Context: an optimization exercise on an open-source flow, tuned for small area, a short achievable clock period and few clock cycles. The choices shown serve that exercise and are no tape-out recipe. At most, simulation tests tie the RTL to the original design; equivalence was not proved. Power and IR drop assume default switching activity.

== job 3524 ==
// rawc_seq
module rawc_seq (
    input  wire        clk,
    input  wire        rst,         
    input  wire        cmd_valid,
    output wire        cmd_ready,
    input  wire [31:0] cmd_word,
    input  wire        wr_valid,
    output wire        wr_ready,
    input  wire [7:0]  wr_byte,
    output wire        rd_valid,
    output wire [7:0]  rd_byte,
    output wire        rsp_valid,
    input  wire        rsp_ready,
    output wire [31:0] rsp_word,
    output wire        p_valid,
    input  wire        p_ready,
    output wire [3:0]  p_kind,
    output wire [5:0]  p_reg,
    output wire        p_word,
    output wire [15:0] p_wdata,
    input  wire [31:0] p_rdata
);
For scale: roughly 83 flip-flops, ~150 I/O pins, ~7500 µm² of cells after synthesis.
clock: 5.0 ns
lec_check: 0
cap_margin: 10
core_margin: 2
core_utilization: 55
setup_slack_margin: 1.6
slew_margin: 10
tns_end_percent: 20
standard.sh (not shown) runs the stock make flow with config.mk's settings and CLKGATE_MAP_FILE= SYNTH_SCRIPT=/design/flow/synth_recipe.tcl, a recipe that flattens the netlist after the stock synthesis.
==> flow/flow/run.sh <==
#!/bin/bash
# Layout flow: the standard ORFS flow (standard.sh), with these changes:
#  - the port buffers inserted during placement use the smallest buffer cell;
#  - synthesis leaves adders to ABC instead of extracting half/full adder
#    cells (ADDER_MAP_FILE empty), so carry chains are mapped as logic; the
#    synthesis script and its register names are the standard ones;
#  - clock tree synthesis uses clkbuf_4/clkbuf_8 and adds no dummy loads.
set -euo pipefail
export BUFFER_PORTS_ARGS="-buffer_cell sky130_fd_sc_hd__buf_1"
export ADDER_MAP_FILE=
export CTS_ARGS="-sink_clustering_enable -repair_clock_nets -buf_list {sky130_fd_sc_hd__clkbuf_4 sky130_fd_sc_hd__clkbuf_8} -dont_use_dummy_load"
bash standard.sh > standard_flow.log 2>&1
Testbench counts of job 3524, summed over its fixed seeds: cycles 146,720.
Setup changes, job 3524 to job 440
- an added ABC_AREA of 1
- a deleted TNS_END_PERCENT that had been 20
[summary]
In job 440 relative to job 3524, HPWL after detailed placement had gone up by more than 10%.
Between job 3524 and job 440, cell area after layout increased.
Setup slack: job 440 > job 3524
The part of the total power dissipated in combinational logic number comes out higher for job 440 vs job 3524.
Going from job 3524 to job 440, the routed metal-1 wire length was found to have gone up by 620 µm.
diff inputs: job 440 => job 418
- a change of SETUP_SLACK_MARGIN from 1.6 to 1.8
- an added TNS_END_PERCENT of 20
- a deleted ABC_AREA that had been 1
--- outcome ---
Job 418 finished all stages; the layout is clean. Between job 418 and job 440, it is job 418 whose static leakage power is lower, by 32%. Taking job 440 as the reference, in job 418 buffering stage count on the worst path with inverters included shows a reduction of 1; hold slack increased by 0.0061 ns relative to the old numbers; period utilization neither gained nor lost much; die area dropped 7.3%; post-route met1 wirelength dropped 670 µm. Higher number of cells produced by synthesis was reported by job 440, not job 418. Compared with job 440, the detailed router inserted fewer vias in job 418. Number of buffers outside the clock class in the layout | job 418 above job 440. Placement-stage worst setup slack down 0.36 ns in job 418 wrt job 440. Job 418 against job 440; tapcell count is down by a few percent. Job 440 vs job 418, top power group: combinational cells vs registers.
> inputs changed (job 418 -> job 7656)
- SLEW_MARGIN changed from 10 to 0
- CAP_MARGIN changed from 10 to 0
- TNS_END_PERCENT removed (was 20)
- SETUP_SLACK_MARGIN changed from 1.8 to 1.6
==> comparison <==
Job 7656 ended up with w[0] as its launching instance or port of the critical path; job 418 ended up with st[1]. Sort job 418 and job 7656 by pin slew with the least headroom to its limit, ascending, and job 418 comes first. Diff job 7656..job 418 | power per standard cell area | negligible. Taking job 418 as the reference, in job 7656 combinational fraction of design power shrank by 0.3 points; setup fix buffers added after clock tree synthesis shrank by 10; total number of vias shrank by 66; post-route clock period utilization held steady. Core util | job 7656 vs job 418 | job 7656 lower.
Inputs modified between job 7656 and job 3057:
- SETUP_SLACK_MARGIN: 1.6 -> 1.9
- CAP_MARGIN: 0 -> 10
- SLEW_MARGIN: 0 -> 10
Results
- Comparing job 7656 and job 3057, proportion of power drawn by combinational gates is higher on job 3057.
- Setup slack: job 7656 and job 3057 compared, lower one is job 7656
- [diff] clock power, job 3057 relative to job 7656: regression
- Sequential share of layout area | job 3057 below job 7656
- Critical path data required time ended up 1.24 ns higher on job 3057 than on job 7656.
- Delta (job 3057 minus job 7656): cell area went up about 6%, post-route fraction of the period consumed by the critical path went down 0.88 points.
The inputs of job 3140 differ from those of job 3057 as listed below.
- SLEW_MARGIN now 20, was 10
- SETUP_SLACK_MARGIN now 1.5, was 1.9
- CAP_MARGIN now 20, was 10
Notes after the runs:
- Lower instance count on the critical path goes to job 3140 over job 3057.
- Across both runs, total number of nets in the final design was lower for job 3140 than for job 3057.
- The minimum period implied by the final worst setup slack in job 3140 was higher than what job 3057 gave.
- Clock network power share is higher on job 3140
- Job 3140 vs. job 3057: number of search-and-repair iterations in the first detailed-routing pass went down by 1.
- Looking at placed standard-cell area, job 3140 sits 0.32% lower than job 3057 does.
- Job 3140 against job 3057: insertion delay of the later-clocked pin in the worst-skew pair neither gained nor lost much; largest stage delay on the critical path lost 0.09 ns.

* * *

Setup of onyx:
rawc_seq, a different RTL version from the one above (not shown whole).
For scale: ~1200 cells after synthesis, ~83 flip-flops, roughly 150 I/O pins.
Settings: LEC_CHECK=0, ABC_CLOCK_PERIOD_IN_PS=2800, CAP_MARGIN=20, CORE_MARGIN=2, CORE_UTILIZATION=40, SETUP_SLACK_MARGIN=2.2, SLEW_MARGIN=20; clock period 5.0 ns.
run.sh (not shown) runs the stock make flow with config.mk's settings and CLKGATE_MAP_FILE= SYNTH_SCRIPT=/design/flow/synth_recipe.tcl, a recipe that flattens the netlist after the stock synthesis.
Stock flow here: none of the scripts above is used.
Testbench counts of onyx, summed over its fixed seeds: cycles 146,720.
## Diff of input files: juniper against onyx
Settings: removing ABC_CLOCK_PERIOD_IN_PS (formerly 2800); changing SETUP_SLACK_MARGIN from 2.2 to 1.5.
onyx -> juniper: number of nets with antenna violations after routing delta 0, exact match. Comparing onyx with juniper, the clock skew came out essentially unchanged. Between juniper and onyx, share of cell area taken by flip-flops and latches is higher for juniper, onyx comes in under that. Largest voltage drop on the vdd net | juniper above onyx. From onyx to juniper the numbers moved as follows: fmax grew by 0.0083 GHz, final hold slack shows an increase of 0.0049 ns, clock network power shows an increase of about 4%, number of buffers inserted by post-CTS setup repair lower, slack of the critical path grew by 0.13 ns. In juniper, overall global routing resource usage is lower than in onyx. Relative to onyx, the part of the power in the clock network of juniper is higher by 1.4 points.

* * *

Setup of build 26:
rawc_seq, a different RTL version from the one above (not shown whole).
Size: roughly 950 cells after synthesis, ~7600 µm² of cells after synthesis.
clock: 5.0 ns
lec_check: 0
cap_margin: 10
core_margin: 2
core_utilization: 55
setup_slack_margin: 1.6
slew_margin: 10
standard.sh (not shown) runs the stock make flow with config.mk's settings and CLKGATE_MAP_FILE= SYNTH_SCRIPT=/design/flow/synth_recipe.tcl, a recipe that flattens the netlist after the stock synthesis.
==> flow/flow/run.sh <==
#!/bin/bash
# Layout flow: the standard ORFS flow (standard.sh), with these changes:
#  - the port buffers inserted during placement use the smallest buffer cell;
#  - synthesis leaves adders to ABC instead of extracting half/full adder
#    cells (ADDER_MAP_FILE empty), so carry chains are mapped as logic; the
#    synthesis script and its register names are the standard ones;
#  - clock tree synthesis uses clkbuf_4/clkbuf_8 and adds no dummy loads.
set -euo pipefail
export BUFFER_PORTS_ARGS="-buffer_cell sky130_fd_sc_hd__buf_1"
export ADDER_MAP_FILE=
export CTS_ARGS="-sink_clustering_enable -repair_clock_nets -buf_list {sky130_fd_sc_hd__clkbuf_4 sky130_fd_sc_hd__clkbuf_8} -dont_use_dummy_load -sink_clustering_size 30 -sink_clustering_max_diameter 80"
bash standard.sh > standard_flow.log 2>&1
Having completed the whole flow, build 26 delivered a layout that passed the timing, DRC and antenna checks.
What build 44 does differently from build 26 at the input level:
diff --git a/flow/flow/run.sh b/flow/flow/run.sh
--- a/flow/flow/run.sh
+++ b/flow/flow/run.sh
@@ -11 +11 @@
-export CTS_ARGS="-sink_clustering_enable -repair_clock_nets -buf_list {sky130_fd_sc_hd__clkbuf_4 sky130_fd_sc_hd__clkbuf_8} -dont_use_dummy_load -sink_clustering_size 30 -sink_clustering_max_diameter 80"
+export CTS_ARGS="-sink_clustering_enable -repair_clock_nets -buf_list {sky130_fd_sc_hd__clkbuf_4 sky130_fd_sc_hd__clkbuf_8} -dont_use_dummy_load"
Results
Max-cap check violation count: build 26 vs build 44 identical. Taking build 26 as the reference, in build 44 total DRC errors in the routed layout was more or less identical; number of synthesized register bits was more or less identical.
Input changes introduced in build 56 (baseline for comparison: build 44):
- changing SLEW_MARGIN from 10 to 20
- changing SETUP_SLACK_MARGIN from 1.6 to 1.5
- changing CAP_MARGIN from 10 to 20
Results
Cells: build 56 has more instances than build 44. Compared with build 44, fmax in build 56 decreased by a few percent. Relative to build 44, sequential power share decreased by 0.3 points in build 56. Global-route usage over all layers of build 44 is on par with build 56. Across both runs, global-route wire length before repair was lower for build 56 than for build 44. Non-clock buffer count: build 44 and build 56 compared, lower one is build 44. Max worst hold margin across build 44 and build 56: build 56. Comparing build 56 against build 44, there is no change at all in number of synthesized flops with an enable pin. The total power after layout was comparable across build 44 and build 56. Any difference in relative area of clock buffers and inverters in the final design between build 56 and build 44 is small enough to ignore.
Function was not checked in any run of this note: the RTL went through the layout flow alone.

* * *

rawc_seq, a different RTL version from the one above (not shown whole).
For scale: ~970 cells after synthesis, roughly 83 flip-flops, ~150 I/O pins, ~7900 um2 of cells after synthesis.
clock: 5.0 ns
lec_check: 0
cap_margin: 20
core_margin: 2
core_utilization: 40
setup_slack_margin: 1.5
slew_margin: 20
run.sh (not shown) runs the stock make flow with config.mk's settings and CLKGATE_MAP_FILE= SYNTH_SCRIPT=/design/flow/synth_recipe.tcl, a recipe that flattens the netlist after the stock synthesis.
Stock flow here: none of the scripts above is used.
The baseline ran to the end with no violations.
Testbench counts at the start, summed over its fixed seeds: cycles 146,720.
Edit:
==> flow/flow/run.sh (new file) <==
#!/bin/bash
# Layout flow: the standard ORFS flow, unchanged, except that the port
# buffers inserted during placement use the smallest buffer cell.
set -euo pipefail
export BUFFER_PORTS_ARGS="-buffer_cell sky130_fd_sc_hd__buf_1"
bash standard.sh > standard_flow.log 2>&1
==> flow/standard.sh (new file) <==
#!/bin/bash
# synth_recipe.tcl (not shown) runs the flow's synth.tcl, then flattens the netlist and writes it again
# the make line also repeats each setting of config.mk as NAME=value (left out here)
make -C /OpenROAD-flow-scripts/flow DESIGN_CONFIG=/design/flow/config.mk WORK_HOME=/design/flow/orfs CLKGATE_MAP_FILE= SYNTH_SCRIPT=/design/flow/synth_recipe.tcl "${@:-finish}"
SETUP_SLACK_MARGIN = 2.0   (was 1.5)
removed: flow/run.sh
After rerunning: The changed run finished clean. Final cell count climbs by 1.7%. Wire length goes down by 0.90%. Flip-flop and latch count does not change.

* * *

Another version of the RTL of rawc_seq (not shown whole).
Size: roughly 960 cells after synthesis, about 150 I/O pins, about 7500 um^2 of cells after synthesis.
clock: 5.0 ns
lec_check: 0
cap_margin: 20
core_margin: 2
core_utilization: 40
setup_slack_margin: 1.5
slew_margin: 20
standard.sh (not shown) runs the stock make flow with config.mk's settings and CLKGATE_MAP_FILE= SYNTH_SCRIPT=/design/flow/synth_recipe.tcl, a recipe that flattens the netlist after the stock synthesis.
==> flow/flow/run.sh <==
#!/bin/bash
# Layout flow: the standard ORFS flow (standard.sh), with two changes:
#  - the port buffers inserted during placement use the smallest buffer cell;
#  - synthesis leaves adders to ABC instead of extracting half/full adder
#    cells (ADDER_MAP_FILE empty), so carry chains are mapped as logic.
# The synthesis script and its register names are the standard ones.
set -euo pipefail
export BUFFER_PORTS_ARGS="-buffer_cell sky130_fd_sc_hd__buf_1"
export ADDER_MAP_FILE=
bash standard.sh > standard_flow.log 2>&1
The starting point went through all stages and came out clean.
Rerun with:
Settings changed: ABC_CLOCK_PERIOD_IN_PS from default to 2500.
- count of clock-buffer cells in the layout is unchanged
- critical path depth is unchanged
- flip-flop and latch count does not change
- core utilization stays the same
Rerun with:
Settings changed: ABC_CLOCK_PERIOD_IN_PS 2500 to default, SETUP_SLACK_MARGIN 1.5 to 2.0.
What happened: The new run completed without violations. Global-route usage came out higher by 2.8 points. Routed wire length came out higher by 9.9%. Total power came out lower by about 1.5%. Maximum frequency came out higher by 3.2%. Combinational power came out higher by 25%. Final cell count came out higher by about 7%. Sequential power came out lower by about 0.9%. Design area came out higher by 17%. Die area stays the same. Worst setup slack improves by 0.11 ns. Register-to-register slack improves by 0.24 ns.
Function was not checked in any run of this note: the RTL went through the layout flow alone.

* * *

Another version of the RTL of rawc_seq (not shown whole).
For scale: roughly 79 flip-flops, roughly 150 I/O pins, ~7700 sq um of cells after synthesis.
Settings: LEC_CHECK=0, CAP_MARGIN=10, CORE_MARGIN=2, CORE_UTILIZATION=55, CTS_BUF_LIST=sky130_fd_sc_hd__clkbuf_4 sky130_fd_sc_hd__clkbuf_8, SETUP_SLACK_MARGIN=1.6, SLEW_MARGIN=10; clock period 5.0 ns.
Scripts as last shown in full above: flow/flow/run.sh
The starting point passed the timing, DRC and antenna checks.
Next try:
--- a/flow/config.mk
+++ b/flow/config.mk
@@ -8 +8 @@
-export CAP_MARGIN = 10
+export CAP_MARGIN = 20
@@ -12,2 +12,2 @@
-export SETUP_SLACK_MARGIN = 1.6
-export SLEW_MARGIN = 10
+export SETUP_SLACK_MARGIN = 1.5
+export SLEW_MARGIN = 20
Effect: Cell area falls slightly. Synthesized cell count stays the same. First-iteration DRC count falls by a few percent. Clock skew falls by 0.0045 ns. Setup slack loses 0.075 ns. Sequential share of layout area hardly moves. Routed wire length falls slightly. Power stays flat.
No run of this note included a check of the RTL's function; only the layout flow was run.

* * *

Setup of exp/nickel:
Another version of the RTL of rawc_seq (not shown whole).
Size: ~940 cells after synthesis, ~83 flip-flops, about 150 I/O pins, about 0.0079 mm^2 of cells after synthesis.
// rawc_seq
module rawc_seq (
    input  wire        clk,
    input  wire        rst,         
    input  wire        cmd_valid,
    output wire        cmd_ready,
    input  wire [31:0] cmd_word,
    input  wire        wr_valid,
    output wire        wr_ready,
    input  wire [7:0]  wr_byte,
    output wire        rd_valid,
    output wire [7:0]  rd_byte,
    output wire        rsp_valid,
    input  wire        rsp_ready,
    output wire [31:0] rsp_word,
    output wire        p_valid,
    input  wire        p_ready,
    output wire [3:0]  p_kind,
    output wire [5:0]  p_reg,
    output wire        p_word,
    output wire [15:0] p_wdata,
    input  wire [31:0] p_rdata
);
export LEC_CHECK = 0
export CAP_MARGIN = 20
export CORE_MARGIN = 2
export CORE_UTILIZATION = 40
export SETUP_SLACK_MARGIN = 1.5
export SLEW_MARGIN = 20
create_clock -name core_clock -period 5.0 [get_ports {clk}]
run.sh (not shown) runs the stock make flow with config.mk's settings and CLKGATE_MAP_FILE= SYNTH_SCRIPT=/design/flow/synth_recipe.tcl, a recipe that flattens the netlist after the stock synthesis.
Stock flow here: none of the scripts above is used.
exp/nickel: done, clean on timing, DRC and antenna
Modified inputs, exp/umber compared to exp/nickel
Settings: a change of SETUP_SLACK_MARGIN from 1.5 to 2.0.
==> run notes <==
exp/umber | status: complete | timing, DRC, antenna: pass
exp/nickel → exp/umber: fraction of power consumed by the clock network rose by 0.5 points, total power density per cell area shrank by 6.8%.
exp/nickel and exp/umber ended up with nearly the same number of search-and-repair iterations in the first detailed-routing pass.
Against exp/nickel, exp/umber comes in about 3% higher on top achievable clock speed.
Compared to exp/nickel, exp/umber has number of ordinary and repair buffers in the finished layout 50 higher.
Measured against each other, exp/nickel and exp/umber differ in internal cell power, the higher figure coming from exp/umber.
For exp/violet, these inputs were changed with respect to exp/umber:
Settings: swapping 2.0 for 1.5 in SETUP_SLACK_MARGIN.
==> flow/flow/run.sh (new file) <==
#!/bin/bash
# Layout flow: the standard ORFS flow, unchanged, except that the port
# buffers inserted during placement use the smallest buffer cell.
set -euo pipefail
export BUFFER_PORTS_ARGS="-buffer_cell sky130_fd_sc_hd__buf_1"
bash standard.sh > standard_flow.log 2>&1
==> flow/standard.sh (new file) <==
#!/bin/bash
# synth_recipe.tcl (not shown) runs the flow's synth.tcl, then flattens the netlist and writes it again
# the make line also repeats each setting of config.mk as NAME=value (left out here)
make -C /OpenROAD-flow-scripts/flow DESIGN_CONFIG=/design/flow/config.mk WORK_HOME=/design/flow/orfs CLKGATE_MAP_FILE= SYNTH_SCRIPT=/design/flow/synth_recipe.tcl "${@:-finish}"
removed: flow/run.sh
Against exp/umber, exp/violet reports a clock power that is lower.
Cmp exp/umber and exp/violet / time the final worst path needs with I/O delays and setup / lower: exp/umber
Re routability congestion estimate from global placement: exp/violet is about 8% up on exp/umber.
No run of this note included a check of the RTL's function; only the layout flow was run.

==> static timing again, ports no longer ideal <==
The flow's constraints put no driver on any port. The routed layouts listed below were extracted and timed again, unchanged, in two steps. Step 1 sets driving cells, clkbuf_16 on the clock port and buf_2 on the other inputs (assumed; they add their load-dependent delay and slew). Step 2, shift: input delay + t, output delay - t, t = (earliest + latest rising clock arrival at the registers) / 2. This alone moves slack from input paths to output paths. a / b / c = no drivers / after step 1 / after step 2; a / b = the first two.
| run | shift t [ns] | slack for setup (ns) | worst setup path at the end | latest minus earliest clock arrival (ns) |
|---|---|---|---|---|
| job 3524 | 0.408 | 1.505 / 1.465 / 1.202 | input to register | 0.025 / 0.024 |
| job 440 | 0.412 | 1.685 / 1.646 / 1.588 | input to register | 0.025 / 0.025 |
| job 418 | 0.420 | 1.687 / 1.647 / 1.332 | input to register | 0.024 / 0.024 |
| job 7656 | 0.408 | 1.693 / 1.653 / 1.317 | input to register | 0.026 / 0.026 |
| job 3057 | 0.421 | 1.737 / 1.747 / 1.326 | input to register | 0.026 / 0.026 |
| job 3140 | 0.411 | 1.484 / 1.444 / 1.232 | input to register | 0.027 / 0.027 |
| onyx | 0.400 | 1.055 / 1.066 / 0.666 | input to register | 0.010 / 0.010 |
| juniper | 0.400 | 1.181 / 1.166 / 0.766 | input to register | 0.010 / 0.010 |
| build 26 | 0.409 | 1.576 / 1.585 / 1.176 | input to register | 0.026 / 0.026 |
| build 44 | 0.409 | 1.576 / 1.585 / 1.176 | input to register | 0.026 / 0.026 |
| build 56 | 0.406 | 1.488 / 1.474 / 1.068 | input to register | 0.022 / 0.022 |
| the first run of note 4 | 0.398 | 1.473 / 1.430 / 1.206 | input to register | 0.012 / 0.011 |
| the second run of note 4 | 0.394 | 1.436 / 1.391 / 1.409 | input to register | 0.012 / 0.011 |
| the first run of note 5 | 0.391 | 1.587 / 1.545 / 1.226 | input to register | 0.012 / 0.011 |
| the second run of note 5 | 0.391 | 1.587 / 1.545 / 1.226 | input to register | 0.012 / 0.011 |
| the third run of note 5 | 0.394 | 1.693 / 1.649 / 1.379 | input to register | 0.011 / 0.011 |
| the first run of note 6 | 0.415 | 1.587 / 1.546 / 1.368 | input to register | 0.019 / 0.018 |
| the second run of note 6 | 0.414 | 1.512 / 1.472 / 1.333 | input to register | 0.014 / 0.014 |
| exp/nickel | 0.391 | 1.492 / 1.470 / 1.079 | input to register | 0.008 / 0.009 |
| exp/umber | 0.405 | 1.600 / 1.551 / 1.241 | input to register | 0.012 / 0.013 |
| exp/violet | 0.387 | 1.471 / 1.433 / 1.082 | input to register | 0.012 / 0.012 |
After both steps every run listed still meets setup and hold. For build 56, which loses most, drivers alone change the setup slack by -0.014 ns; drivers and shift together by -0.420 ns.
